What follows belongs to an exercise in optimizing a design on an open flow for small area, a short achievable clock period and few clock cycles; a production flow would make more cautious choices.
At most, simulation tests tie the RTL to the original design; equivalence was not proved.
Only the layout flow was run in runs 4 and 5; the RTL was not checked for function there.
Power is estimated from default activity; no workload was simulated.

`flow/design.v`:
```
module zz_extract (
    input  wire        clk,
    input  wire        rst,
    input  wire        reg_valid,
    input  wire        reg_we,
    input  wire [7:0]  reg_addr,
    input  wire [31:0] reg_wdata,
    output reg  [31:0] reg_rdata,
    output wire        coef_req,
    output wire [15:0] coef_row,
    output wire [15:0] coef_col,
    input  wire [15:0] coef_rdata,
    output reg         pay_we,
    output wire [31:0] pay_addr,
    output reg  [7:0]  pay_wdata
);
    reg        busy, done;
    reg        init;           
    reg [15:0] grid_h, grid_w;   
    reg        gh_ok, gw_ok;
    reg        req;
    reg [12:0] bxi, byi;       
    reg [2:0]  r, c;           
    reg        sdone;          
    reg        v1;             
    reg        u2, b2;         
    reg [31:0] tcnt;           
    reg [31:0] len;            
    reg [28:0] outcnt;         
    reg        hdr_ok;
    reg        underrun;
    assign coef_req = req;
    assign coef_row = {byi, r};
    assign coef_col = {bxi, c};
    assign pay_addr = {3'd0, outcnt};
    wire host_wr   = reg_valid && reg_we;
    wire wr_ok     = host_wr && !busy;
    wire wr_ctrl   = wr_ok && (reg_addr == 8'h00);
    wire cmd_start = wr_ctrl && reg_wdata[0];
    wire cmd_clear = wr_ctrl && !reg_wdata[0] && reg_wdata[1];
    wire [12:0] wq  = grid_w[15:3];
    wire [2:0]  wr8 = grid_w[2:0];
    wire [12:0] hq  = grid_h[15:3];
    wire [2:0]  hr8 = grid_h[2:0];
    reg         lc, lb;                
    wire [2:0]  cm = lc ? wr8 - 3'd1 : 3'd7;
    wire [2:0]  rm = lb ? hr8 - 3'd1 : 3'd7;
    wire        blk_end = (r == rm) && (c == cm);
    wire        even    = ~(r[0] ^ c[0]);
    reg  [2:0]  nr, nc;
    always @(*) begin
        nr = r; nc = c;
        if (even) begin
            if (c == cm)          nr = r + 3'd1;
            else if (r == 3'd0)   nc = c + 3'd1;
            else begin            nr = r - 3'd1; nc = c + 3'd1; end
        end else begin
            if (r == rm)          nc = c + 3'd1;
            else if (c == 3'd0)   nr = r + 3'd1;
            else begin            nr = r + 3'd1; nc = c - 3'd1; end
        end
    end
    wire        first   = busy && init;
    wire [12:0] bxi_inc = bxi + 13'd1;
    wire [12:0] byi_inc = byi + 13'd1;
    wire [12:0] bxi_p2  = {bxi[12:1] + 12'd1, bxi[0]};
    wire [12:0] byi_p2  = {byi[12:1] + 12'd1, byi[0]};
    wire        w_le8 = (wq == 13'd0) || ((wq == 13'd1) && (wr8 == 3'd0));
    wire        h_le8 = (hq == 13'd0) || ((hq == 13'd1) && (hr8 == 3'd0));
    wire        x1_last = (wr8 != 3'd0) ? (bxi_inc == wq) : (bxi_p2 == wq);
    wire        y1_last = (hr8 != 3'd0) ? (byi_inc == hq) : (byi_p2 == hq);
    wire        nlc  = (first || lc) ? w_le8 : x1_last;
    wire        nlb  = first ? h_le8 : (lc ? y1_last : lb);
    wire        ncm0 = nlc && (wr8 == 3'd1);
    wire        nrm0 = nlb && (hr8 == 3'd1);
    wire        last = (lc && lb) || (ncm0 && nrm0);
    wire        g_empty = !gh_ok || !gw_ok ||
                          (grid_h == 16'd0) || (grid_w == 16'd0) ||
                          (ncm0 && nrm0);
    wire usable = !((coef_rdata[15:1] == 15'd0) || (coef_rdata == 16'hFFFF));
    wire fin  = sdone && !v1 && !u2 && !pay_we;
    wire pact = hdr_ok && !((len[31:29] == 3'd0) && (len[28:0] == outcnt));
    wire [31:0] status = {20'd0, 3'd0, done && !hdr_ok, 3'd0,
                          hdr_ok && (busy || done), done && underrun,
                          done && !hdr_ok, done, busy};
    always @(posedge clk) begin
        reg_rdata <= 32'd0;
        case (reg_addr)
            8'h04: reg_rdata <= status;
            8'h08: if (gh_ok) reg_rdata <= {16'd0, grid_h};
            8'h0C: if (gw_ok) reg_rdata <= {16'd0, grid_w};
            8'h10: if (!init) reg_rdata <= len;
            8'h14: if (!init) reg_rdata <= {3'd0, outcnt};
            8'h18: if (!init) reg_rdata <= tcnt;
            default: ;
        endcase
    end
    always @(posedge clk) begin
        if (wr_ok && reg_addr == 8'h08) grid_h <= reg_wdata[15:0];
        if (wr_ok && reg_addr == 8'h0C) grid_w <= reg_wdata[15:0];
        b2 <= coef_rdata[0];
        if (first) begin
            bxi <= 13'd0;
            byi <= 13'd0;
            lc  <= nlc;
            lb  <= nlb;
            r   <= ncm0 ? 3'd1 : 3'd0;
            c   <= ncm0 ? 3'd0 : 3'd1;
        end else if (req) begin
            if (!blk_end) begin
                r <= nr;
                c <= nc;
            end else begin
                bxi <= lc ? 13'd0 : bxi_inc;
                if (lc) byi <= byi_inc;
                lc  <= nlc;
                lb  <= nlb;
                r   <= ncm0 ? 3'd1 : 3'd0;
                c   <= ncm0 ? 3'd0 : 3'd1;
            end
        end
        if (u2 && pact) begin
            case (tcnt[2:0])
                3'd0: pay_wdata <= {b2, 7'd0};
                3'd1: pay_wdata[6] <= b2;
                3'd2: pay_wdata[5] <= b2;
                3'd3: pay_wdata[4] <= b2;
                3'd4: pay_wdata[3] <= b2;
                3'd5: pay_wdata[2] <= b2;
                3'd6: pay_wdata[1] <= b2;
                default: pay_wdata[0] <= b2;
            endcase
        end
    end
    always @(posedge clk) begin
        if (rst) begin
            busy     <= 1'b0;
            done     <= 1'b0;
            init     <= 1'b0;
            gh_ok    <= 1'b0;
            gw_ok    <= 1'b0;
            req      <= 1'b0;
            sdone    <= 1'b0;
            v1       <= 1'b0;
            u2       <= 1'b0;
            tcnt     <= 32'd0;
            len      <= 32'd0;
            outcnt   <= 29'd0;
            hdr_ok   <= 1'b0;
            underrun <= 1'b0;
            pay_we   <= 1'b0;
        end else begin
            init <= cmd_start || cmd_clear;
            if (cmd_start) begin
                busy <= 1'b1;
                done <= 1'b0;
            end else if (cmd_clear) begin
                done <= 1'b0;
            end
            if (wr_ok && reg_addr == 8'h08) gh_ok <= 1'b1;
            if (wr_ok && reg_addr == 8'h0C) gw_ok <= 1'b1;
            if (first) begin
                if (g_empty) sdone <= 1'b1;
                else         req   <= 1'b1;
            end else if (req && blk_end && last) begin
                req   <= 1'b0;
                sdone <= 1'b1;
            end
            if (fin) begin
                sdone <= 1'b0;
                busy  <= 1'b0;
                done  <= 1'b1;
            end
            v1 <= req;
            u2 <= v1 && usable;
            pay_we <= 1'b0;
            if (init) begin
                tcnt     <= 32'd0;
                len      <= 32'd0;
                outcnt   <= 29'd0;
                hdr_ok   <= 1'b0;
                underrun <= 1'b0;
            end else begin
                if (u2) begin
                    tcnt <= tcnt + 32'd1;
                    if (!hdr_ok) begin
                        len <= {len[30:0], b2};
                        if (tcnt[4:0] == 5'd31) hdr_ok <= 1'b1;
                    end else if (pact && tcnt[2:0] == 3'd7) begin
                        pay_we <= 1'b1;
                    end
                end
                if (pay_we) outcnt <= outcnt + 29'd1;
                if (fin && pact) begin
                    underrun <= 1'b1;
                    if (tcnt[2:0] != 3'd0) pay_we <= 1'b1;
                end
            end
        end
    end
endmodule
```
`flow/flow/run.sh`:
```
#!/bin/bash
# The standard layout (standard.sh), with the port buffers made of
# sky130_fd_sc_hd__buf_1 cells, a larger setup repair margin, and a clock
# tree of small clock buffers without dummy loads.
# make's full output goes to flow_make.log; ORFS keeps each step's own log
# under orfs/logs/.
set -uo pipefail
bash standard.sh "BUFFER_PORTS_ARGS=-buffer_cell sky130_fd_sc_hd__buf_1" SETUP_SLACK_MARGIN=5.8 \
  "CTS_ARGS=-sink_clustering_enable -repair_clock_nets -root_buf sky130_fd_sc_hd__clkbuf_16 -buf_list sky130_fd_sc_hd__clkbuf_8 -dont_use_dummy_load -sink_clustering_size 16 -sink_clustering_max_diameter 70" \
  finish > flow_make.log 2>&1
```
`flow/standard.sh`:
```
#!/bin/bash
# synth_recipe.tcl (not shown) runs the flow's synth.tcl, then flattens the netlist and writes it again
# the make line also repeats each setting of config.mk as NAME=value (left out here)
make -C /OpenROAD-flow-scripts/flow DESIGN_CONFIG=/design/flow/config.mk WORK_HOME=/design/flow/orfs CLKGATE_MAP_FILE= SYNTH_SCRIPT=/design/flow/synth_recipe.tcl "${@:-finish}"
```
`flow/config.mk`:
```
export PLATFORM = sky130hd
export DESIGN_NAME = zz_extract
export DESIGN_NICKNAME = zz_extract
export VERILOG_FILES = /design/flow/design.v
export SDC_FILE = /design/flow/constraint.sdc
export NUM_CORES = 4
export LEC_CHECK = 0
export CAP_MARGIN = 20
export CORE_MARGIN = 2
export CORE_UTILIZATION = 45
export SETUP_SLACK_MARGIN = 5
export SLEW_MARGIN = 20
export TNS_END_PERCENT = 0
```
`flow/constraint.sdc`:
```
create_clock -name core_clock -period 8.5 [get_ports {clk}]
set_input_delay 1.7000 -clock core_clock [delete_from_list [all_inputs] [get_ports {clk}]]
set_output_delay 1.7000 -clock core_clock [all_outputs]
set_load 0.01 [all_outputs]
```
==> impl_metrics.toml, run 1 <==
[sta]
finClkSkew_ns = 0.05230
setup_ws_ns = 5.694
fmax_mhz = 356.4
slew-limit-headroom = 0.3342
min_period_ns = 2.806
holdWs_ns = 0.4732
setup_viol = 0
hold_viol = 0
slew_viol_final = 0
tightest_slew_ns = 0.9848
post-route-period-util = 0.3301
rsz0062_at_grt = "yes"
fin_tns_setup_ns = 0

[place]
post_dp_cell_area_um2 = 11210
dp_worst_setup_slack_ns = 4.759
hpwlAfterDp_um = 20370
routabilityCongestion = 0.8719
numPortBuffers = 146

[routing]
drc = 0
first_pass_iters = 7
vias_per_cell = 5.705
post_drt_wl_per_cell_um = 18.09
ant_nets = 0
drt-initial-drc-count = 758
routed-via-count = 9031
wl_um = 28630

[yosys]
synth_xor_area_frac = 0.1073
synth_compound_area_frac = 0.1368
ys_seq_elements = 212
syn_area_per_cell_um2 = 8.936
syn_area_um2 = 10450
ys_types = 67
synthSimpleGateAreaFrac = 0.2233
synthCells = 1169
synthFlopType = "dfxtp_1"
async_reset_ff_frac = 0
synth_top_family_by_area = "simple AND/OR/NAND/NOR gates"
synthAdderAreaFrac = 0.03354
yosysWarnings = 1
synth.mux.area_fraction = 0.01186
yosysSeqAreaShare = 0.4523
synth_edf_count = 48

[worst_setup_path]
timing.rr.start = "grid_h[1]$_DFFE_PP_"
rrSetupSlack_ns = 5.73
reg2reg_depth = 10
critical_path.endpoint_type = "output pin"
arrival_ns = 1.11
cpPeakStageDelay_ns = 0.48
crit_family = "flip-flops"
critPathSlowestCell = "edfxtp_1"
path_cells = "buf_1"
cp-start-kind = "flip-flop"
path_max_fanout = 5
worstReg2RegEnd = "req$_SDFFE_PP0P_"
cp.required_ns = 6.80
critPathBufInv = 1
path_class = "reg -> out"

[grt]
grt.met3_usage = 0.03129
met2_usage = 0.3948
antenna_found_initial = 0
track_usage = 0.2293
grt_max_degree = 97
busiest_layer = "met2"
grt_pass1_wl_um = 45030
grt_remaining_overflow = 0
use_met1 = 0.3050
grt_pass1_vias = 8238

[worst_hold_path]
min-delay-start = "v1$_SDFF_PP0_"
hold-path-endpoint = "u2$_SDFF_PP0_"
worstHoldPathCells = 1
hp-class = "reg -> reg"

[floorplanning]
die_x_um = 156.4
design.core.area_um2 = 22710
rows = 55
die_y_um = 156.4
die_area_um2 = 24450
initial_core_util = 0.4600
io_pins = 166

[pwr]
peakVddDrop_uv = 119.8
pwr_density_cell_nw_per_um2 = 134.6
total_leakage_power_nw = 4.320

[clock_network]
cts_sinks = 212
path_clk_slew_ns = 0.10
insertion_delay_ns = 0.49
h-tree-depth = 1
cts_tree = "done"
cts_buffer_depth = 3
cts_buffers = 18
clock-root-buffer = "clkbuf_16"

[final_layout]
area_growth_syn_to_layout_pct = 14.30
nets = 1388
drive_gt1_frac = 0.1156
fill_cells = 2192
n_antenna_cell = 0
final_cell_area_um2 = 11940

[run_status]
outcome = "finished clean"

[flow_run]
maxCapViolCount = 0
[power by group]
part,switching (mW),internal [mW]
clock,0.330,0.223
sequential,0.00111,1.02
combinational,0.0216,0.00793
total,0.352,1.25
[kinds of logic (layout without fill, tap and decap cells)]
family / Yosys count / after routing
and+or+nand+nor: 477 / 477
AOI/OAI and AO/OA: 221 / 221
DFF: 212 / 212
xor gates and xnor gates: 128 / 128
buffers and inverters: 90 / 217
adders and majority gates: 28 / 28
muxes: 12 / 12
other: 1 / 3
[per-layer routing]
| layer | vias to the layer above | wire length [um] |
|---|---|---|
| met1 | 4313 | 12610 |
| met5 | - | 0 |
| met2 | 250 | 13870 |
| met3 | 42 | 1459 |
| li1 | 4426 | - |
| met4 | 0 | 691 |
[Yosys cell counts, types with 5 or more instances]
master / number / area (um^2)
dfxtp_1: 164 / 3283
nor2_1: 138 / 518.0
nand2_1: 126 / 473.0
xor2_1: 85 / 744.5
a21oi_1: 73 / 365.4
o21ai_0: 57 / 285.3
clkbuf_1: 52 / 195.2
edfxtp_1: 48 / 1441
xnor2_1: 43 / 376.6
nand3_1: 37 / 185.2
a222oi_1: 32 / 320.3
and3_1: 30 / 187.7
ha_1: 28 / 350.3
nand4_1: 27 / 168.9
nor4_1: 24 / 150.1
inv_1: 23 / 86.33
or3_1: 22 / 137.6
nor3_1: 20 / 100.1
a22oi_1: 13 / 97.59
a31oi_1: 10 / 62.56
mux2i_1: 9 / 90.09
and2_1: 8 / 50.05
buf_1: 6 / 22.52
nor2b_1: 6 / 37.54
nor3b_1: 6 / 45.04
or4_1: 6 / 45.04
o21a_1: 5 / 37.54
or2_2: 5 / 31.28
[layout make-up]
cell class / count / area (um^2) / share of cell area
multi-input combinational: 869 / 5553 / 0.4651
sequential: 212 / 4810 / 0.4028
timing repair buffer: 175 / 849.6 / 0.07115
tap: 285 / 356.6 / 0.02986
clock buffer: 18 / 281.5 / 0.02358
inverter: 24 / 90.09 / 0.007545
[cell usage in the layout (no fill, tap or decap), drive strengths merged, types with 27 or more instances in the layout]
cell type  synthesis  final
buf               14    167
dfxtp            164    164
nor2             138    138
nand2            127    127
xor2              85     85
a21oi             73     73
o21ai             58     58
edfxtp            48     48
xnor2             43     43
nand3             37     37
a222oi            32     32
and3              30     30
ha                28     28
nand4             27     27
[repair_timing]
item / CTS / global route
gates resized for setup: 11 / 91
pin swaps: 3 / 5
setup endpoints to repair: 278 / 272
hold buffers: 0 / 0
setup buffers: 7 / 13
[per-stage QoR]
stage | std cells | total power [mW] | utilization
after floorplan | 1171 | 1.065 | -
after global placement | 1545 | 1.079 | 0.4938
after detailed placement | 1545 | 1.080 | 0.4938
after CTS | 1570 | 1.632 | 0.5117
after global routing | 1583 | 1.660 | 0.5258
final | 1583 | 1.607 | 0.5258
[state kept, by name, summed over array words and instances, names as in the netlist, 3 cells and up]
signal,flops
r,3
c,3
grid_h,16
grid_w,16
byi,13
pay_wdata,8
outcnt,29
tcnt,32
bxi,13
len,32
reg_rdata,32
[how the worst max path moves through the flow]
stage                        startpoint                   end  slack, ns  depth (start not counted)
finish                   r[0]$_DFFE_PP_           coef_row[0]       5.69                          1
global route        grid_w[1]$_DFFE_PP_        c[0]$_DFFE_PP_       5.63                         10
CTS                 bxi[3]$_SDFFE_PP0P_           coef_col[6]       5.56                          1
detailed placement          reg_addr[4]  reg_rdata[1]$_DFF_P_       4.76                          6
global placement            reg_addr[4]  reg_rdata[1]$_DFF_P_       4.78                          6
floorplan                   reg_addr[5]   grid_h[0]$_DFFE_PP_       5.46                          3
Testbench counts, summed over its fixed seeds: cycles 93,551.
==> inputs of run 2 (changes only) <==
--- a/flow/config.mk
+++ b/flow/config.mk
@@ -8,5 +8,5 @@
 export CAP_MARGIN = 20
 export CORE_MARGIN = 2
-export CORE_UTILIZATION = 45
+export CORE_UTILIZATION = 40
 export SETUP_SLACK_MARGIN = 5
 export SLEW_MARGIN = 20
==> run 2 against run 1 <==
  * Sequential share of layout area shrank 0.28 points
  * Routed wire length increased by 2.3%
  * Critical path depth did not move
  * Combinational power is essentially flat
  * Largest cell class unchanged
  * Critical path type unchanged
  * Worst setup slack worse by 0.0098 ns
  * Worst hold slack better by 0.014 ns
  * Design area increased by 0.56%
  * Power rose by 0.13%
  * Still clean
==> impl_metrics.toml, run 2 <==
[run_status]
outcome = "finished clean"

[worst_setup_path]
rrSetupSlack_ns = 5.72
critPathSlowestCell = "dfxtp_1"
cp-start-kind = "flip-flop"
path_cells = "buf_1"
path_max_fanout = 5
cp.required_ns = 6.80
arrival_ns = 1.12
path_class = "reg -> out"
crit_family = "flip-flops"
worstReg2RegEnd = "req$_SDFFE_PP0P_"
critical_path.endpoint_type = "output pin"
timing.rr.start = "grid_h[1]$_DFFE_PP_"
critPathBufInv = 1
cpPeakStageDelay_ns = 0.47
reg2reg_depth = 10

[sta]
slew-limit-headroom = 0.4298
hold_viol = 0
min_period_ns = 2.815
tightest_slew_ns = 0.8434
post-route-period-util = 0.3312
setup_viol = 0
finClkSkew_ns = 0.03194
fin_tns_setup_ns = 0
rsz0062_at_grt = "yes"
fmax_mhz = 355.2
holdWs_ns = 0.4876
slew_viol_final = 0

[floorplanning]
rows = 59
die_x_um = 165.6
io_pins = 166
initial_core_util = 0.4043
die_y_um = 165.6
design.core.area_um2 = 25840
die_area_um2 = 27430

[grt]
grt_max_degree = 97
grt_pass1_vias = 8463
track_usage = 0.2036
antenna_found_initial = 0
grt_pass1_wl_um = 46220
use_met1 = 0.2707
busiest_layer = "met2"
grt.met3_usage = 0.03321
met2_usage = 0.3404
grt_remaining_overflow = 0

[clock_network]
path_clk_slew_ns = 0.10
cts_buffer_depth = 3
h-tree-depth = 1
cts_buffers = 18
insertion_delay_ns = 0.48
clock-root-buffer = "clkbuf_16"
cts_sinks = 212
cts_tree = "done"

[yosys]
synth.most_common_cell = "dfxtp_1"
synthFlopType = "dfxtp_1"
ys_types = 67
yosysWarnings = 1
yosysTopAreaCell = "dfxtp_1"
synth_commonest_cells = "dfxtp_1, nor2_1, nand2_1"
yosys.area.top_type_share = 0.3143
ys_top_cells_by_area = "dfxtp_1, edfxtp_1, xor2_1"
ys_seq_elements = 212
async_reset_ff_frac = 0
synthCells = 1169
yosysSeqAreaShare = 0.4523
syn_area_um2 = 10450
syn_area_per_cell_um2 = 8.936
synth_edf_count = 48

[routing]
ant_nets = 0
wl_um = 29280
vias_per_cell = 5.568
first_pass_iters = 9
drt-initial-drc-count = 949
routed-via-count = 9076
drc = 0
post_drt_wl_per_cell_um = 17.96

[flow_run]
maxCapViolCount = 0

[pwr]
seqPwrFrac = 0.638
peakVddDrop_uv = 110.2
pwr-share-comb = 0.018
power.total_mw = 1.609
switching_share = 0.2194
intPower_mw = 1.256
pwr-share-clk = 0.344
pwr_density_cell_nw_per_um2 = 134.0
total_leakage_power_nw = 4.291
net-switching-power_uw = 353.0

[worst_hold_path]
worstHoldPathCells = 2
hp-class = "reg -> reg"
min-delay-start = "len[20]$_SDFFE_PP0P_"
hold-path-endpoint = "len[21]$_SDFFE_PP0P_"

[final_layout]
reg.largest.list = "len (32), reg_rdata (32), tcnt (32)"
drive_gt1_frac = 0.1212
nets = 1385
n_antenna_cell = 0
area_growth_syn_to_layout_pct = 14.94
final_cell_mix = "buf_1, nor2_1, nand2_1"
final_common_cell = "buf_1"
fill_cells = 2556
post-route-util = 0.4647

[place]
hpwlAfterDp_um = 20870
routabilityCongestion = 0.8843
numPortBuffers = 146
-- run 2: changes by cell type in the layout (fill, tap and decap cells not counted), sizes merged --
cell,delta
clkbuf,-1
nand2,+1
buf,-3
-- run 2: worst max path at each step --
stage          cells after the start                     from              endpoint  slack [ns]
2_1_floorplan                      3              reg_addr[5]   grid_h[0]$_DFFE_PP_        5.46
3_3_place_gp                       6              reg_addr[4]  reg_rdata[0]$_DFF_P_        4.75
3_5_place_dp                       6              reg_addr[4]  reg_rdata[0]$_DFF_P_        4.75
4_1_cts                            1  outcnt[11]$_SDFFE_PP0P_          pay_addr[11]        5.49
5_1_grt                           10      grid_w[0]$_DFFE_PP_        c[0]$_DFFE_PP_        5.62
6_report                           1     bxi[11]$_SDFFE_PP0P_          coef_col[14]        5.68
-- run 2: routing by layer --
| layer | part of all wire | vias to the layer above |
|---|---|---|
| met1 | 0.44 | 4313 |
| met3 | 0.059 | 52 |
| met2 | 0.47 | 285 |
| met5 | 0 | - |
| met4 | 0.031 | 0 |
| li1 | - | 4426 |
-- run 2: cell families after synthesis --
group,after synthesis,synth area share
flops,212,0.4523
other cells,1,0.0003590
xor+xnor,128,0.1073
buf+inv,90,0.03461
compound gates,221,0.1368
simple gates,477,0.2233
fa+ha+maj,28,0.03354
mux,12,0.01186
-- run 2: tightest hold or removal path, stage by stage, from the launching register on --
cell and delay, ns:
dfxtp_1 0.35, nand2_1 0.06, a21oi_1 0.05
-- run 2: final cells by class --
class | instances | area [um^2] | area share
flip-flops and latches | 212 | 4802 | 0.4000
clock buffers | 18 | 281.5 | 0.02345
inverters | 24 | 90.09 | 0.007503
repair buffers | 171 | 818.3 | 0.06815
well taps | 335 | 419.2 | 0.03491
multi-input cells | 870 | 5595 | 0.4660
-- run 2: power groups by stage --
| stage | logic, mW | registers, mW | clock network (mW) |
|---|---|---|---|
| floorplan | 0.0141 | 1.05 | 0 |
| global placement | 0.0281 | 1.05 | 0 |
| detailed placement | 0.0284 | 1.05 | 0 |
| CTS | 0.0289 | 1.03 | 0.569 |
| global route | 0.0327 | 1.03 | 0.604 |
| finish | 0.0297 | 1.03 | 0.553 |
-- run 2: metrics by stage --
step | area (um^2) | setup slack (ns) | instances
after floorplan | 10500 | 5.455 | 1171
final | 12010 | 5.685 | 1630
after global routing | 12010 | 5.619 | 1630
after global placement | 11270 | 4.753 | 1594
after CTS | 11640 | 5.492 | 1617
after detailed placement | 11270 | 4.751 | 1594
-- run 2: repair_timing --
item | 4_1_cts | 5_1_grt
setup buffers | 5 | 12
endpoints found under the setup margin | 270 | 268
resized for setup | 6 | 101
cloned | 0 | 1
hold buffers | 0 | 0
pin swaps | 2 | 13
==> inputs of run 3 (changes only) <==
--- a/flow/flow/run.sh
+++ b/flow/flow/run.sh
@@ -6,5 +6,5 @@
 # under orfs/logs/.
 set -uo pipefail
-bash standard.sh "BUFFER_PORTS_ARGS=-buffer_cell sky130_fd_sc_hd__buf_1" SETUP_SLACK_MARGIN=5.8 \
+bash standard.sh "BUFFER_PORTS_ARGS=-buffer_cell sky130_fd_sc_hd__buf_1" SETUP_SLACK_MARGIN=5.8 RECOVER_POWER=100 \
   "CTS_ARGS=-sink_clustering_enable -repair_clock_nets -root_buf sky130_fd_sc_hd__clkbuf_16 -buf_list sky130_fd_sc_hd__clkbuf_8 -dont_use_dummy_load -sink_clustering_size 16 -sink_clustering_max_diameter 70" \
   finish > flow_make.log 2>&1
==> run 3 against run 2 <==
  * Now fails the layout checks on max-capacitance violations, max-slew violations
  * Via count hardly changed
  * Register-to-register slack worse by 0.69 ns
  * Core utilization is 1.1 points lower
  * Design area is 2.4% lower
  * Non-clock buffer count stayed put
  * Die area stayed put
  * Power hardly changed
  * Routed wire length is 0.16% higher
  * Fmax is 28% lower
  * Worst setup slack worse by 1.1 ns
  * Critical path type is now in -> reg
  * Critical endpoint is now reg_rdata[0]$_DFF_P_
  * Largest cell class unchanged
==> impl_metrics.toml, run 3 <==
[run_status]
outcome = "failed layout checks"
check.faults = "max-capacitance violations, max-slew violations"

[yosys]
ys_top_cells_by_area = "dfxtp_1, edfxtp_1, xor2_1"
synthFlopType = "dfxtp_1"
synthCells = 1169
synth_commonest_cells = "dfxtp_1, nor2_1, nand2_1"
yosysTopAreaCell = "dfxtp_1"
synthAdderAreaFrac = 0.03354
async_reset_ff_frac = 0
ys_types = 67
synth_compound_area_frac = 0.1368
syn_area_um2 = 10450
synth_edf_count = 48
synth.mux.area_fraction = 0.01186
yosysWarnings = 1
synthSimpleGateAreaFrac = 0.2233
yosys.area.top_type_share = 0.3143
synth.most_common_cell = "dfxtp_1"
syn_area_per_cell_um2 = 8.936
synth_xor_area_frac = 0.1073
synth_top_family_by_area = "simple AND/OR/NAND/NOR gates"
yosysSeqAreaShare = 0.4523
ys_seq_elements = 212

[pwr]
total_leakage_power_nw = 4.173
pwr-share-comb = 0.018
pwr-share-clk = 0.343
net-switching-power_uw = 351.5
peakVddDrop_uv = 113.0
intPower_mw = 1.258
seqPwrFrac = 0.639
power.total_mw = 1.609
pwr_density_cell_nw_per_um2 = 137.3
switching_share = 0.2184

[place]
numPortBuffers = 146
post_dp_cell_area_um2 = 11270
routabilityCongestion = 0.8843
hpwlAfterDp_um = 20870

[worst_setup_path]
cpPeakStageDelay_ns = 1.15
critPathSlowestCell = "clkbuf_1"
reg2reg_depth = 10
path_max_fanout = 32
crit_cells = 6
critPathBufInv = 2
critical_path.endpoint_type = "flip-flop"
cp-start-kind = "input pin"
arrival_ns = 4.25
path_class = "in -> reg"
path_cells = "clkbuf_1 -> nor3_1 -> nor3b_1 -> clkbuf_1 -> a222oi_1 -> o21ai_0"
cp.required_ns = 8.87
crit_path_frequent_cell = "clkbuf_1"
crit_family = "buffers and inverters"

[routing]
wl_um = 29330
first_pass_iters = 6
ant_nets = 0
drt-initial-drc-count = 876
drc = 0
post_drt_wl_per_cell_um = 17.99
routed-via-count = 9071
vias_per_cell = 5.565

[final_layout]
nets = 1385
drive_gt1_frac = 0.06023
reg.largest.list = "len (32), reg_rdata (32), tcnt (32)"
final_cell_mix = "dfxtp_1, buf_1, nor2_1"
post-route-util = 0.4535
area_growth_syn_to_layout_pct = 12.17
final_common_cell = "dfxtp_1"
n_antenna_cell = 0
final_cell_area_um2 = 11720
fill_cells = 2626

[floorplanning]
die_y_um = 165.6
die_x_um = 165.6
initial_core_util = 0.4043
io_pins = 166
design.core.area_um2 = 25840
die_area_um2 = 27430
rows = 59

[clock_network]
cts_sinks = 212
cts_tree = "done"
cts_buffer_depth = 3
insertion_delay_ns = 0.48
path_clk_slew_ns = 0.10
cts_buffers = 18
h-tree-depth = 1
clock-root-buffer = "clkbuf_16"

[sta]
setup_viol = 0
fin_tns_setup_ns = 0
rsz0062_at_grt = "yes"
post-route-period-util = 0.4569
fmax_mhz = 257.5
slew_viol_final = 33
slew-limit-headroom = -0.04139
hold_viol = 0
tightest_slew_ns = 1.562
min_period_ns = 3.884
finClkSkew_ns = 0.03224

[grt]
track_usage = 0.2036
grt_pass1_vias = 8463
grt_pass1_wl_um = 46220
grt_max_degree = 97
antenna_found_initial = 0
grt_remaining_overflow = 0

[flow_run]
maxCapViolCount = 1

[worst_hold_path]
worstHoldPathCells = 2
hp-class = "reg -> reg"
-- run 3: cell types whose count changed in the layout (fill, tap and decap cells not counted), moves of 2 or more --
cell,delta
or2_0,+2
clkbuf_1,+9
and2_0,+2
buf_4,-3
nor4_4,-4
buf_12,-3
dfxtp_4,-5
a21oi_2,-4
a21oi_1,+4
buf_1,-2
dfxtp_2,-45
nor3_1,+2
dfxtp_1,+50
nor4_1,+4
-- run 3: final cells by class --
type / count / area [um^2] / share of cell area
multi-input combinational: 870 / 5443 / 0.4645
sequential: 212 / 4727 / 0.4034
timing repair buffer: 171 / 757.0 / 0.06460
tap: 335 / 419.2 / 0.03577
clock buffer: 18 / 281.5 / 0.02403
inverter: 24 / 90.09 / 0.007688
-- run 3: cells by family (layout without fill, tap and decap cells) --
kind of cell	Yosys count	in the layout
AND/OR/NAND/NOR	477	478
multiplexers	12	12
adder cells (fa/ha/maj)	28	28
flip-flops	212	212
other	1	3
XOR/XNOR	128	128
AO/OA/AOI/OAI	221	221
buffers and inverters	90	213
-- run 3: power groups by stage --
| stage | combinational [mW] | clock [mW] | sequential [mW] |
|---|---|---|---|
| after floorplan | 0.0141 | 0 | 1.05 |
| after global placement | 0.0281 | 0 | 1.05 |
| after detailed placement | 0.0284 | 0 | 1.05 |
| after CTS | 0.0289 | 0.569 | 1.03 |
| after global routing | 0.0314 | 0.605 | 1.03 |
| final | 0.0286 | 0.553 | 1.03 |
-- run 3: per-layer routing --
metal | wire, um | share of wire | track usage
met1 | 12700 | 0.43 | 0.2707
met2 | 13930 | 0.48 | 0.3404
met3 | 1778 | 0.061 | 0.03321
met4 | 921 | 0.031 | 0.06276
met5 | 0 | 0 | 0
-- run 3: path summary, 6_finish.rpt --
check	start	to	slack [ns]
max	reg_addr[3]	reg_rdata[0]$_DFF_P_	4.62
min	len[20]$_SDFFE_PP0P_	len[21]$_SDFFE_PP0P_	0.49
max reg2reg	grid_w[0]$_DFFE_PP_	byi[12]$_SDFFE_PP0P_	5.03
min reg2reg	len[20]$_SDFFE_PP0P_	len[21]$_SDFFE_PP0P_	0.49
-- run 3: what timing repair did --
action                                 4_1_cts  5_1_grt
hold buffers                                 0        0
setup endpoints to repair                  270      268
gates resized for setup                      6      101
endpoints found under the hold margin        0        0
pin swaps                                    2       13
buffers inserted                             5       12
gates cloned                                 0        1
-- run 3: per-stage QoR --
step	cells	hold slack [ns]	setup slack [ns]
4_1_cts	1617	0.4767	5.492
2_1_floorplan	1171	0.4399	5.455
5_1_grt	1630	0.4977	4.406
3_5_place_dp	1594	0.4770	4.751
3_3_place_gp	1594	0.4695	4.753
6_report	1630	0.4880	4.616
-- run 3: tightest hold or removal path, stage by stage, from the launching register on --
cell and delay [ns]:
dfxtp_1 0.35, nand2_1 0.06, a21oi_1 0.05
==> inputs of run 4 (changes only) <==
--- a/flow/design.v
+++ b/flow/design.v
@@ -64,12 +64,8 @@
     wire [12:0] bxi_inc = bxi + 13'd1;
     wire [12:0] byi_inc = byi + 13'd1;
-    wire [12:0] bxi_p2  = {bxi[12:1] + 12'd1, bxi[0]};
-    wire [12:0] byi_p2  = {byi[12:1] + 12'd1, byi[0]};
-    wire        w_le8 = (wq == 13'd0) || ((wq == 13'd1) && (wr8 == 3'd0));
-    wire        h_le8 = (hq == 13'd0) || ((hq == 13'd1) && (hr8 == 3'd0));
-    wire        x1_last = (wr8 != 3'd0) ? (bxi_inc == wq) : (bxi_p2 == wq);
-    wire        y1_last = (hr8 != 3'd0) ? (byi_inc == hq) : (byi_p2 == hq);
-    wire        nlc  = (first || lc) ? w_le8 : x1_last;
-    wire        nlb  = first ? h_le8 : (lc ? y1_last : lb);
+    wire        eqx = (bxi_inc == wq);
+    wire        eqy = (byi_inc == hq);
+    wire        nlc  = (first || lc) ? (wq == 13'd0) : eqx;
+    wire        nlb  = first ? (hq == 13'd0) : (lc ? eqy : lb);
     wire        ncm0 = nlc && (wr8 == 3'd1);
     wire        nrm0 = nlb && (hr8 == 3'd1);
@@ -97,4 +93,8 @@
     end
     always @(posedge clk) begin
+        if (wr8 == 3'd0)                 lc <= eqx;
+        else if (first || (req && blk_end)) lc <= nlc;
+        if (hr8 == 3'd0)                 lb <= eqy;
+        else if (first || (req && blk_end)) lb <= nlb;
         if (wr_ok && reg_addr == 8'h08) grid_h <= reg_wdata[15:0];
         if (wr_ok && reg_addr == 8'h0C) grid_w <= reg_wdata[15:0];
@@ -103,6 +103,4 @@
             bxi <= 13'd0;
             byi <= 13'd0;
-            lc  <= nlc;
-            lb  <= nlb;
             r   <= ncm0 ? 3'd1 : 3'd0;
             c   <= ncm0 ? 3'd0 : 3'd1;
@@ -114,6 +112,4 @@
                 bxi <= lc ? 13'd0 : bxi_inc;
                 if (lc) byi <= byi_inc;
-                lc  <= nlc;
-                lb  <= nlb;
                 r   <= ncm0 ? 3'd1 : 3'd0;
                 c   <= ncm0 ? 3'd0 : 3'd1;
==> flow/flow/run.sh (replaced) <==
#!/bin/bash
# The standard layout (standard.sh), with the port buffers made of
# sky130_fd_sc_hd__buf_1 cells, a larger setup repair margin, and a clock
# tree of small clock buffers without dummy loads.
# make's full output goes to flow_make.log; ORFS keeps each step's own log
# under orfs/logs/.
set -uo pipefail
bash standard.sh "BUFFER_PORTS_ARGS=-buffer_cell sky130_fd_sc_hd__buf_1" SETUP_SLACK_MARGIN=5.8 \
  "CTS_ARGS=-sink_clustering_enable -repair_clock_nets -root_buf sky130_fd_sc_hd__clkbuf_8 -buf_list sky130_fd_sc_hd__clkbuf_8 -dont_use_dummy_load -sink_clustering_size 16 -sink_clustering_max_diameter 70" \
  finish > flow_make.log 2>&1
==> run 4 against run 3 <==
  * Now clean on timing, DRC and antenna
  * Sequential power is essentially flat
  * Power shrank 2.2%
  * Cell count grew 0.49%
  * Combinational power grew 7.7%
  * Largest cell class unchanged
  * Largest power group unchanged
==> impl_metrics.toml, run 4 <==
[run_status]
outcome = "finished clean"

[sta]
finClkSkew_ns = 0.05173
slew_viol_final = 0
rsz0062_at_grt = "yes"
setup_viol = 0
fmax_mhz = 346.2
hold_viol = 0
fin_tns_setup_ns = 0
tightest_slew_ns = 0.9791
min_period_ns = 2.888
slew-limit-headroom = 0.3380
post-route-period-util = 0.3398

[yosys]
yosysWarnings = 1
async_reset_ff_frac = 0
ys_seq_elements = 212
synthFlopType = "dfxtp_1"
yosysTopAreaCell = "dfxtp_1"
synth_commonest_cells = "dfxtp_1, nor2_1, nand2_1"
ys_top_cells_by_area = "dfxtp_1, edfxtp_1, xor2_1"
yosysSeqAreaShare = 0.4515
syn_area_per_cell_um2 = 8.914
synth.most_common_cell = "dfxtp_1"
synthCells = 1174
yosys.area.top_type_share = 0.3137
syn_area_um2 = 10470
synth_edf_count = 48
ys_types = 69

[floorplanning]
die_area_um2 = 27470
die_x_um = 165.8
io_pins = 166
die_y_um = 165.8
rows = 59
design.core.area_um2 = 25840
initial_core_util = 0.4050

[pwr]
peakVddDrop_uv = 128.5
total_leakage_power_nw = 4.201
pwr_density_cell_nw_per_um2 = 131.3

[grt]
grt_pass1_wl_um = 45910
track_usage = 0.2027
grt_max_degree = 97
grt_pass1_vias = 8352
grt_remaining_overflow = 0
antenna_found_initial = 0

[final_layout]
regArea_um2 = 4791
multi_input_area_um2 = 5539
area_growth_syn_to_layout_pct = 14.50
fill_cells = 2558
final_cell_mix = "buf_1, nor2_1, nand2_1"
reg.largest.list = "len (32), reg_rdata (32), tcnt (32)"
final_cell_area_um2 = 11980
n_antenna_cell = 0
final_common_cell = "buf_1"
drive_gt1_frac = 0.1013
nets = 1390

[worst_setup_path]
path_class = "reg -> reg"
critical_path.endpoint_type = "flip-flop"
path_max_fanout = 4
arrival_ns = 3.33
cp-start-kind = "flip-flop"
cp.required_ns = 8.95

[routing]
drc = 0
routed-via-count = 9127
vias_per_cell = 5.572
first_pass_iters = 6
ant_nets = 0
drt-initial-drc-count = 890
wl_um = 29270
post_drt_wl_per_cell_um = 17.87

[place]
hpwlAfterDp_um = 20750
post_dp_cell_area_um2 = 11290
routabilityCongestion = 0.8559
numPortBuffers = 146

[clock_network]
cts_buffer_depth = 3
h-tree-depth = 1
insertion_delay_ns = 0.53
ctsHoldBuffers = 0
cts_buffers = 18
cts_tree = "done"
path_clk_slew_ns = 0.11
cts_sinks = 212
clock-root-buffer = "clkbuf_8"

[flow_run]
maxCapViolCount = 0

[worst_hold_path]
hp-class = "reg -> reg"
-- run 4: layer usage --
metal,up-vias,global-route usage,routed length [um]
li1,4465,-,-
met1,4345,0.2717,12940
met2,269,0.3370,13820
met3,48,0.03551,1791
met4,0,0.05822,707
met5,-,0,0
-- run 4: what timing repair did --
item | in CTS | in global routing
resized for setup | 4 | 77
setup buffers | 5 | 15
pin swaps | 3 | 8
setup endpoints to repair | 299 | 310
gates cloned | 0 | 1
endpoints found under the hold margin | 0 | 0
-- run 4: kinds of logic after synthesis --
family / synth area share
adders and majority gates: 0.02989
DFF: 0.4515
other: 0.0003583
buffers and inverters: 0.03802
muxes: 0.007772
AOI/OAI and AO/OA: 0.1429
xor gates and xnor gates: 0.09672
and+or+nand+nor: 0.2329
-- run 4: per-stage QoR --
stage	util	hold slack (ns)	power, mW	setup slack [ns]	std cells
floorplan	-	0.4408	1.066	5.329	1176
global placement	0.4365	0.4665	1.080	4.772	1598
detailed placement	0.4369	0.4767	1.081	4.771	1599
CTS	0.4492	0.4860	1.594	5.440	1622
global route	0.4638	0.4916	1.634	5.534	1638
finish	0.4638	0.4803	1.574	5.612	1638
-- run 4: final timing paths --
check                                    startpoint                    to  slack (ns)  cells after the start
worst max-delay path            grid_w[0]$_DFFE_PP_  byi[11]$_SDFFE_PP0P_        5.61                     11
worst min-delay path            len[0]$_SDFFE_PP0P_   len[1]$_SDFFE_PP0P_        0.48                      2
worst max register to register  grid_w[0]$_DFFE_PP_  byi[11]$_SDFFE_PP0P_        5.61                     11
worst min register to register  len[0]$_SDFFE_PP0P_   len[1]$_SDFFE_PP0P_        0.48                      2
-- run 4: final cells by class --
cell class / count / share of cell area
multi-input combinational: 866 / 0.4623
tap: 335 / 0.03498
sequential: 212 / 0.3998
clock buffer: 18 / 0.02067
inverter: 31 / 0.009711
timing repair buffer: 176 / 0.07257
-- run 4: worst max-delay path, stage by stage, from the launching register on --
cell and delay (ns):
edfxtp_1 0.43, inv_1 0.07, ha_2 0.21, ha_4 0.29
nor4bb_4 0.18, a31o_2 0.14, a32oi_2 0.08, nor4_4 0.36
buf_4 0.21, nand4_1 0.19, or4_1 0.54, a21oi_2 0.12
-- run 4: where the power goes --
group	total [mW]	switching (mW)	leakage, nW	internal (mW)
Clock	0.516	0.325	0.129	0.191
Combinational	0.0308	0.0224	2.30	0.00841
Sequential	1.03	0.00119	1.77	1.03
==> inputs of run 5 (changes only) <==
--- a/flow/design.v
+++ b/flow/design.v
@@ -64,8 +64,12 @@
     wire [12:0] bxi_inc = bxi + 13'd1;
     wire [12:0] byi_inc = byi + 13'd1;
-    wire        eqx = (bxi_inc == wq);
-    wire        eqy = (byi_inc == hq);
-    wire        nlc  = (first || lc) ? (wq == 13'd0) : eqx;
-    wire        nlb  = first ? (hq == 13'd0) : (lc ? eqy : lb);
+    wire [12:0] bxi_p2  = {bxi[12:1] + 12'd1, bxi[0]};
+    wire [12:0] byi_p2  = {byi[12:1] + 12'd1, byi[0]};
+    wire        w_le8 = (wq == 13'd0) || ((wq == 13'd1) && (wr8 == 3'd0));
+    wire        h_le8 = (hq == 13'd0) || ((hq == 13'd1) && (hr8 == 3'd0));
+    wire        x1_last = (wr8 != 3'd0) ? (bxi_inc == wq) : (bxi_p2 == wq);
+    wire        y1_last = (hr8 != 3'd0) ? (byi_inc == hq) : (byi_p2 == hq);
+    wire        nlc  = (first || lc) ? w_le8 : x1_last;
+    wire        nlb  = first ? h_le8 : (lc ? y1_last : lb);
     wire        ncm0 = nlc && (wr8 == 3'd1);
     wire        nrm0 = nlb && (hr8 == 3'd1);
@@ -93,8 +97,4 @@
     end
     always @(posedge clk) begin
-        if (wr8 == 3'd0)                 lc <= eqx;
-        else if (first || (req && blk_end)) lc <= nlc;
-        if (hr8 == 3'd0)                 lb <= eqy;
-        else if (first || (req && blk_end)) lb <= nlb;
         if (wr_ok && reg_addr == 8'h08) grid_h <= reg_wdata[15:0];
         if (wr_ok && reg_addr == 8'h0C) grid_w <= reg_wdata[15:0];
@@ -103,4 +103,6 @@
             bxi <= 13'd0;
             byi <= 13'd0;
+            lc  <= nlc;
+            lb  <= nlb;
             r   <= ncm0 ? 3'd1 : 3'd0;
             c   <= ncm0 ? 3'd0 : 3'd1;
@@ -112,4 +114,6 @@
                 bxi <= lc ? 13'd0 : bxi_inc;
                 if (lc) byi <= byi_inc;
+                lc  <= nlc;
+                lb  <= nlb;
                 r   <= ncm0 ? 3'd1 : 3'd0;
                 c   <= ncm0 ? 3'd0 : 3'd1;
@@ -133,5 +137,5 @@
             busy     <= 1'b0;
             done     <= 1'b0;
-            init     <= 1'b0;
+            init     <= 1'b1;           
             gh_ok    <= 1'b0;
             gw_ok    <= 1'b0;
@@ -140,9 +144,4 @@
             v1       <= 1'b0;
             u2       <= 1'b0;
-            tcnt     <= 32'd0;
-            len      <= 32'd0;
-            outcnt   <= 29'd0;
-            hdr_ok   <= 1'b0;
-            underrun <= 1'b0;
             pay_we   <= 1'b0;
         end else begin
@@ -171,27 +170,28 @@
             u2 <= v1 && usable;
             pay_we <= 1'b0;
-            if (init) begin
-                tcnt     <= 32'd0;
-                len      <= 32'd0;
-                outcnt   <= 29'd0;
-                hdr_ok   <= 1'b0;
-                underrun <= 1'b0;
-            end else begin
-                if (u2) begin
-                    tcnt <= tcnt + 32'd1;
-                    if (!hdr_ok) begin
-                        len <= {len[30:0], b2};
-                        if (tcnt[4:0] == 5'd31) hdr_ok <= 1'b1;
-                    end else if (pact && tcnt[2:0] == 3'd7) begin
-                        pay_we <= 1'b1;
-                    end
-                end
-                if (pay_we) outcnt <= outcnt + 29'd1;
-                if (fin && pact) begin
-                    underrun <= 1'b1;
-                    if (tcnt[2:0] != 3'd0) pay_we <= 1'b1;
-                end
+            if (!init) begin
+                if (u2 && hdr_ok && pact && tcnt[2:0] == 3'd7) pay_we <= 1'b1;
+                if (fin && pact && tcnt[2:0] != 3'd0)          pay_we <= 1'b1;
             end
         end
     end
+    always @(posedge clk) begin
+        if (init) begin
+            tcnt     <= 32'd0;
+            len      <= 32'd0;
+            outcnt   <= 29'd0;
+            hdr_ok   <= 1'b0;
+            underrun <= 1'b0;
+        end else begin
+            if (u2) begin
+                tcnt <= tcnt + 32'd1;
+                if (!hdr_ok) begin
+                    len <= {len[30:0], b2};
+                    if (tcnt[4:0] == 5'd31) hdr_ok <= 1'b1;
+                end
+            end
+            if (pay_we) outcnt <= outcnt + 29'd1;
+            if (fin && pact) underrun <= 1'b1;
+        end
+    end
 endmodule
--- a/flow/flow/run.sh
+++ b/flow/flow/run.sh
@@ -7,4 +7,4 @@
 set -uo pipefail
 bash standard.sh "BUFFER_PORTS_ARGS=-buffer_cell sky130_fd_sc_hd__buf_1" SETUP_SLACK_MARGIN=5.8 \
-  "CTS_ARGS=-sink_clustering_enable -repair_clock_nets -root_buf sky130_fd_sc_hd__clkbuf_8 -buf_list sky130_fd_sc_hd__clkbuf_8 -dont_use_dummy_load -sink_clustering_size 16 -sink_clustering_max_diameter 70" \
+  "CTS_ARGS=-sink_clustering_enable -repair_clock_nets -root_buf sky130_fd_sc_hd__clkbuf_16 -buf_list sky130_fd_sc_hd__clkbuf_8 -dont_use_dummy_load -sink_clustering_size 16 -sink_clustering_max_diameter 70" \
   finish > flow_make.log 2>&1
==> run 5 against run 4 <==
  * Highest routed layer unchanged
  * Sequential share of layout area decreased by 0.17 points
  * Largest cell class unchanged
  * Critical endpoint is now pay_addr[10]
  * Global-route usage about the same
  * Power up 3.1%
  * Die area increased by 0.59%
  * Sequential power about the same
  * Design area is 0.10% lower
  * Count of clock-buffer cells in the layout rose by 1
  * Still clean
==> impl_metrics.toml, run 5 <==
[yosys]
yosys.area.top_type_share = 0.3118
synth_edf_count = 48
syn_area_um2 = 10530
yosysWarnings = 1
syn_area_per_cell_um2 = 9.007
ys_seq_elements = 212
async_reset_ff_frac = 0
synthCells = 1169
yosysSeqAreaShare = 0.4487
synth.most_common_cell = "dfxtp_1"
yosysTopAreaCell = "dfxtp_1"
ys_types = 73
synth_commonest_cells = "dfxtp_1, nand2_1, nor2_1"
ys_top_cells_by_area = "dfxtp_1, edfxtp_1, xor2_1"
synthFlopType = "dfxtp_1"

[place]
numPortBuffers = 146
routabilityCongestion = 0.8643
hpwlAfterDp_um = 20790

[worst_setup_path]
timing.rr.start = "grid_w[0]$_DFFE_PP_"
cp-start-kind = "flip-flop"
critPathBufInv = 1
crit_family = "flip-flops"
path_max_fanout = 6
path_cells = "buf_1"
arrival_ns = 1.18
rrSetupSlack_ns = 5.70
worstReg2RegEnd = "byi[11]$_SDFFE_PP0P_"
critical_path.endpoint_type = "output pin"
reg2reg_depth = 10
critPathSlowestCell = "dfxtp_1"
path_class = "reg -> out"
cpPeakStageDelay_ns = 0.51
cp.required_ns = 6.80

[final_layout]
area_growth_syn_to_layout_pct = 13.69
final_cell_mix = "buf_1, dfxtp_1, nand2_1"
final_common_cell = "buf_1"
reg.largest.list = "len (32), reg_rdata (32), tcnt (32)"
drive_gt1_frac = 0.09690
fill_cells = 2586
regArea_um2 = 4766
n_antenna_cell = 0
multi_input_area_um2 = 5617
nets = 1379

[run_status]
outcome = "finished clean"

[pwr]
power.total_mw = 1.622
peakVddDrop_uv = 95.70
total_leakage_power_nw = 4.214
pwr_density_cell_nw_per_um2 = 135.5

[routing]
routed-via-count = 9207
first_pass_iters = 7
drt-initial-drc-count = 849
vias_per_cell = 5.666
post_drt_wl_per_cell_um = 17.84
wl_um = 29000
ant_nets = 0
drc = 0

[sta]
fmax_mhz = 347.4
finClkSkew_ns = 0.04992
hold_viol = 0
fin_tns_setup_ns = 0
setup_viol = 0
min_period_ns = 2.879
post-route-period-util = 0.3387
tightest_slew_ns = 1.087
slew_viol_final = 0
rsz0062_at_grt = "yes"
holdWs_ns = 0.4476
slew-limit-headroom = 0.2754

[worst_hold_path]
hp-class = "reg -> reg"
hold-path-endpoint = "len[1]$_SDFFE_PP0P_"
worstHoldPathCells = 2
min-delay-start = "len[0]$_SDFFE_PP0P_"

[grt]
grt_pass1_vias = 8648
track_usage = 0.2031
grt_remaining_overflow = 0
grt_max_degree = 106
antenna_found_initial = 0
grt_pass1_wl_um = 46180

[clock_network]
h-tree-depth = 1
insertion_delay_ns = 0.49
cts_buffer_depth = 3
cts_buffers = 19
cts_tree = "done"
clock-root-buffer = "clkbuf_16"
cts_sinks = 212
path_clk_slew_ns = 0.11

[floorplanning]
die_y_um = 166.2
rows = 59
die_area_um2 = 27640
initial_core_util = 0.4052
die_x_um = 166.2
io_pins = 166
design.core.area_um2 = 25980

[flow_run]
maxCapViolCount = 0
run 5: cell count changes after synthesis, sizes merged, moves of 8 or more:
| cell | before | now |
|---|---|---|
| clkbuf | 51 | 59 |
| nand2 | 122 | 130 |
| a21oi | 86 | 78 |
| xor2 | 81 | 91 |
| nor2 | 133 | 119 |
run 5: area by class of cell:
| cell class | instances | share of cell area |
|---|---|---|
| clock buffers | 19 | 0.02467 |
| inverters | 25 | 0.007839 |
| multi-input cells | 862 | 0.4692 |
| flip-flops and latches | 212 | 0.3981 |
| well taps | 335 | 0.03502 |
| repair buffers | 172 | 0.06512 |
run 5: logic make-up after synthesis:
logic type,share of synthesized area
compound gates,0.1426
xor+xnor,0.1023
fa+ha+maj,0.03209
buf+inv,0.03672
flops,0.4487
mux,0.01200
other cells,0.0003562
simple gates,0.2252
run 5: power breakdown:
group,switching (mW),internal (mW)
Clock,0.331,0.233
Combinational,0.0207,0.00754
Sequential,0.00223,1.03
run 5: what timing repair did:
item                       CTS  global route
buffers inserted             4            12
setup endpoints to repair  186           194
pin swaps                    4            13
gates resized for setup      4            69
hold buffers                 0             0
run 5: metrics by stage:
step	worst slack (ns)	utilization	std cells	area, um^2
3_5_place_dp	4.908	0.4363	1590	11340
5_1_grt	5.569	0.4607	1625	11970
3_3_place_gp	4.906	0.4363	1590	11340
2_1_floorplan	5.353	-	1171	10570
6_report	5.621	0.4607	1625	11970
4_1_cts	5.474	0.4500	1613	11690
run 5: worst max-delay path by stage:
stage / startpoint / endpoint / slack, ns / cells after the start
5_1_grt: grid_w[0]$_DFFE_PP_ / byi[11]$_SDFFE_PP0P_ / 5.57 / 10
4_1_cts: reg_addr[2] / reg_rdata[23]$_DFF_P_ / 5.47 / 4
3_3_place_gp: reg_addr[4] / grid_w[11]$_DFFE_PP_ / 4.91 / 5
2_1_floorplan: reg_addr[5] / grid_w[0]$_DFFE_PP_ / 5.35 / 4
3_5_place_dp: reg_addr[4] / grid_w[11]$_DFFE_PP_ / 4.91 / 5
6_report: outcnt[10]$_SDFFE_PP0P_ / pay_addr[10] / 5.62 / 1
run 5: routing by layer:
metal / vias to the layer above / part of all wire / routed length, um / GRT usage
met4: 0 / 0.036 / 1034 / 0.07909
met3: 55 / 0.053 / 1536 / 0.02836
li1: 4439 / - / - / -
met5: - / 0 / 0 / 0
met1: 4425 / 0.45 / 12930 / 0.2746
met2: 288 / 0.47 / 13490 / 0.3301

[static timing again, ports no longer ideal]
The results above use ideal ports. As a check the final layouts listed here were re-extracted and re-timed, cells and wires unchanged. Step 1 assumes that a clkbuf_16 drives the clock port and a buf_2 every other input. Step 2 times the ports against the registers' clock, not the clock port: input delays grow and output delays shrink by t, the midpoint of the rising clock arrivals with the driver on. a / b / c = ideal ports / drivers / drivers and shift; a / b = the first two.
run | t (ns) | slack for setup (ns) | hold WS [ns]
run 1 | 0.514 | 5.694 / 5.649 / 5.285 | 0.473 / 0.473 / 0.473
run 2 | 0.512 | 5.685 / 5.639 / 5.256 | 0.488 / 0.488 / 0.488
run 3 | 0.512 | 4.616 / 4.632 / 4.121 | 0.488 / 0.488 / 0.488
run 4 | 0.550 | 5.612 / 5.572 / 5.101 | 0.480 / 0.480 / 0.480
run 5 | 0.511 | 5.621 / 5.572 / 5.281 | 0.448 / 0.448 / 0.448
The setup slack of run 4, which loses most, moves by -0.040 ns with the drivers and by -0.511 ns with both steps.
